This is an optimization exercise on Yosys and OpenROAD, whose aim is small area, a short achievable clock period and few clock cycles per item, not a production implementation. No activity file was given, so power comes from the tool's default toggle rates.

the baseline:
// csb_crc
module csb_crc (
    input  wire        clk,
    input  wire        rst,         
    input  wire        in_valid,
    output wire        in_ready,
    input  wire        in_init,
    input  wire [2:0]  in_nbytes,   
    input  wire [31:0] in_data,
    output wire        idle,
    output wire [31:0] result
);
    localparam [31:0] POLY = 32'hEDB88320;
    reg [31:0] code;       
    reg        back;       
    reg [3:0]  left;       
    reg        busy;       
    reg        idle_q;     
    function [31:0] unshift2;
        input [31:0] c;
        integer i;
        reg [31:0] t;
        begin
            t = c;
            for (i = 0; i < 2; i = i + 1)
                t = t[31] ? (((t ^ POLY) << 1) | 32'd1) : (t << 1);
            unshift2 = t;
        end
    endfunction
    wire accept  = in_valid & ~busy;
    wire fold    = accept & (in_nbytes != 3'd0);
    wire partial = ~in_nbytes[2] & (in_nbytes[1:0] != 2'd0);
    wire [31:0] d = {in_data[31:24] & {8{in_nbytes[2]}},
                     in_data[23:16] & {8{in_nbytes[2] | (in_nbytes[1] & in_nbytes[0])}},
                     in_data[15:8]  & {8{in_nbytes[2] | in_nbytes[1]}},
                     in_data[7:0]};
  ...
Size: roughly 510 cells after synthesis, about 39 flip-flops, roughly 4500 µm² of cells after synthesis.
==> flow/config.mk <==
export PLATFORM = sky130hd
export DESIGN_NAME = csb_crc
export DESIGN_NICKNAME = csb_crc
export VERILOG_FILES = /design/flow/design.v
export SDC_FILE = /design/flow/constraint.sdc
export NUM_CORES = 4
export LEC_CHECK = 0
export CAP_MARGIN = 20
export CORE_MARGIN = 2
export CORE_UTILIZATION = 40
export SETUP_SLACK_MARGIN = 2.5
export SLEW_MARGIN = 20
export SYNTH_HIERARCHICAL = 1
==> flow/constraint.sdc <==
create_clock -name core_clock -period 5.0 [get_ports {clk}]
set_input_delay 1.0000 -clock core_clock [delete_from_list [all_inputs] [get_ports {clk}]]
set_output_delay 1.0000 -clock core_clock [all_outputs]
set_load 0.01 [all_outputs]
standard.sh (not shown) runs the stock make flow with config.mk's settings and CLKGATE_MAP_FILE= SYNTH_SCRIPT=/design/flow/synth_recipe.tcl, a recipe that flattens the netlist after the stock synthesis.
==> flow/flow/run.sh <==
#!/bin/bash
# Standard layout, with plain buf_1 cells as the port buffers.
export BUFFER_PORTS_ARGS="-buffer_cell sky130_fd_sc_hd__buf_1"
bash standard.sh > standard.log 2>&1
For the candidate, these inputs were changed with respect to the baseline:
--- a/flow/design.v
+++ b/flow/design.v
@@ -6,39 +6,37 @@
     input  wire        in_init,
     input  wire [2:0]  in_nbytes,   
     input  wire [31:0] in_data,
     output wire        idle,
     output wire [31:0] result
 );
     localparam [31:0] POLY = 32'hEDB88320;
     reg [31:0] code;       
+    reg [31:0] dat;        
+    reg        fold;       
     reg        back;       
     reg [3:0]  left;       
     reg        busy;       
     reg        idle_q;     
     function [31:0] unshift2;
         input [31:0] c;
         integer i;
         reg [31:0] t;
         begin
             t = c;
             for (i = 0; i < 2; i = i + 1)
                 t = t[31] ? (((t ^ POLY) << 1) | 32'd1) : (t << 1);
             unshift2 = t;
         end
     endfunction
     wire accept  = in_valid & ~busy;
-    wire fold    = accept & (in_nbytes != 3'd0);
+    wire clear   = rst | (accept & in_init);
     wire partial = ~in_nbytes[2] & (in_nbytes[1:0] != 2'd0);
-    wire [31:0] d = {in_data[31:24] & {8{in_nbytes[2]}},
-                     in_data[23:16] & {8{in_nbytes[2] | (in_nbytes[1] & in_nbytes[0])}},
-                     in_data[15:8]  & {8{in_nbytes[2] | in_nbytes[1]}},
-                     in_data[7:0]};
-    wire [31:0] x = ~(code & {32{~in_init}}) ^ d;
+    wire [31:0] x = ~code ^ dat;
     wire [31:0] f;
     wire m32;
     csb_crc_xor2 u32 (.a(x[2]), .b(x[7]), .y(m32));
     wire m33;
     csb_crc_xor2 u33 (.a(x[0]), .b(x[22]), .y(m33));
     wire m34;
     csb_crc_xor2 u34 (.a(x[3]), .b(x[6]), .y(m34));
     wire m35;
@@ -476,61 +474,60 @@
     assign f[24] = m205;
     assign f[25] = m210;
     assign f[26] = m214;
     assign f[27] = m221;
     assign f[28] = m225;
     assign f[29] = m229;
     assign f[30] = m234;
     assign f[31] = m238;
-    wire        keep  = ~rst & ~(accept & in_init);
-    wire [31:0] other = {32{keep}} & (back ? ~unshift2(~code) : code);
-    wire [31:0] code_n;
-    genvar k;
-    generate
-        for (k = 0; k < 32; k = k + 1) begin : g_pick
-            csb_crc_pick u (.s(fold & ~rst), .a(f[k]), .nb(~other[k]), .y(code_n[k]));
-        end
-    endgenerate
-    always @(posedge clk)
-        code <= code_n;
-    reg       back_n, busy_n;
+    always @(posedge clk) begin
+        if (clear)
+            code <= 32'd0;
+        else if (fold)
+            code <= ~f;
+        else if (back)
+            code <= ~unshift2(~code);
+    end
+    always @(posedge clk) begin
+        dat[7:0]   <= in_data[7:0];
+        dat[15:8]  <= in_data[15:8]  & {8{in_nbytes[2] | in_nbytes[1]}};
+        dat[23:16] <= in_data[23:16] & {8{in_nbytes[2] | (in_nbytes[1] & in_nbytes[0])}};
+        dat[31:24] <= in_data[31:24] & {8{in_nbytes[2]}};
+    end
+    reg       fold_n, back_n, busy_n;
     reg [3:0] left_n;
     always @(*) begin
         if (rst) begin
+            fold_n = 1'b0;
             back_n = 1'b0;
             busy_n = 1'b0;
             left_n = 4'd0;
         end else if (accept) begin
-            back_n = fold & partial;
-            busy_n = fold & partial;
+            fold_n = (in_nbytes != 3'd0);
+            back_n = 1'b0;
+            busy_n = partial;
             left_n = partial ? {~in_nbytes[1:0], 2'b00} + 4'd4 : 4'd0;
         end else begin
-            back_n = back & (left != 4'd1);
-            busy_n = busy & (left != 4'd1);
+            fold_n = 1'b0;
+            back_n = (fold | back) & (left != 4'd0) & ~(back & left == 4'd1);
+            busy_n = busy & ~(back & left == 4'd2);
             left_n = left - {3'd0, back};
         end
     end
     always @(posedge clk) begin
+        fold   <= fold_n;
         back   <= back_n;
         busy   <= busy_n;
         left   <= left_n;
-        idle_q <= ~back_n;
+        idle_q <= ~(fold_n | back_n);
     end
     assign in_ready = ~busy;
     assign idle     = idle_q;
     assign result   = code;
 endmodule
-module csb_crc_pick (
-    input  wire s,
-    input  wire a,
-    input  wire nb,
-    output wire y
-);
-    assign y = ~(s ? a : nb);
-endmodule
 module csb_crc_xor2 (
     input  wire a,
     input  wire b,
     output wire y
 );
     assign y = a ^ b;
 endmodule
[summary]
Comparing mean routed wirelength per cell for the baseline and the candidate, the bigger number came from the baseline. Relative to the baseline, TritonCTS sink count has increased by about 80% in the candidate. Area of the mapped netlist, the candidate vs the baseline: up by a little under 10%. Between the baseline and the candidate, leakage power total is higher for the baseline, the candidate comes in under that. Looking at delay contributed by the slowest stage of the critical path, the candidate sits 0.08 ns above the baseline. Measured against each other, the baseline and the candidate differ in portion of total power attributed to combinational logic, the higher figure coming from the baseline. The candidate reached the final stage; the timing, design-rule and antenna checks on its layout passed. When the candidate is measured against the baseline, its critical path depth turns out 5 lower. The baseline → the candidate: CTS H-tree depth went up by 1, share of total power in sequential cells now sits higher, cell count after synthesis picked up an extra 13, share of layout cells above drive strength 1 fell by 25 points, cell area went down by 15%. Net count of the mapped netlist came out higher on the candidate than on the baseline.
No run of this note included a check of the RTL's function; only the layout flow was run.

-- port drivers added, routing unchanged --
The flow's constraints put no driver on any port. The routed layouts listed below were extracted and timed again, unchanged, in two steps. Step 1 assumes that a clkbuf_16 drives the clock port and a buf_2 every other input. Step 2, shift: input delay + t, output delay - t, t = (earliest + latest rising clock arrival at the registers) / 2. This alone moves slack from input paths to output paths. a / b / c = ideal ports / drivers / drivers and shift; a / b = the first two.
run | t (ns) | slack for setup (ns) | latest minus earliest clock arrival (ns) | worst data-port slew with drivers (ns) | cell pins on the clock port's net
the baseline | 0.329 | 1.787 / 1.786 / 1.457 | 0.010 / 0.010 | 0.05 | 1
the candidate | 0.387 | 2.575 / 2.575 / 2.575 | 0.012 / 0.011 | 0.04 | 1
After both steps setup and hold are still met in every run listed. For the baseline, which loses most, drivers alone change the setup slack by -0.001 ns; drivers and shift together by -0.330 ns.
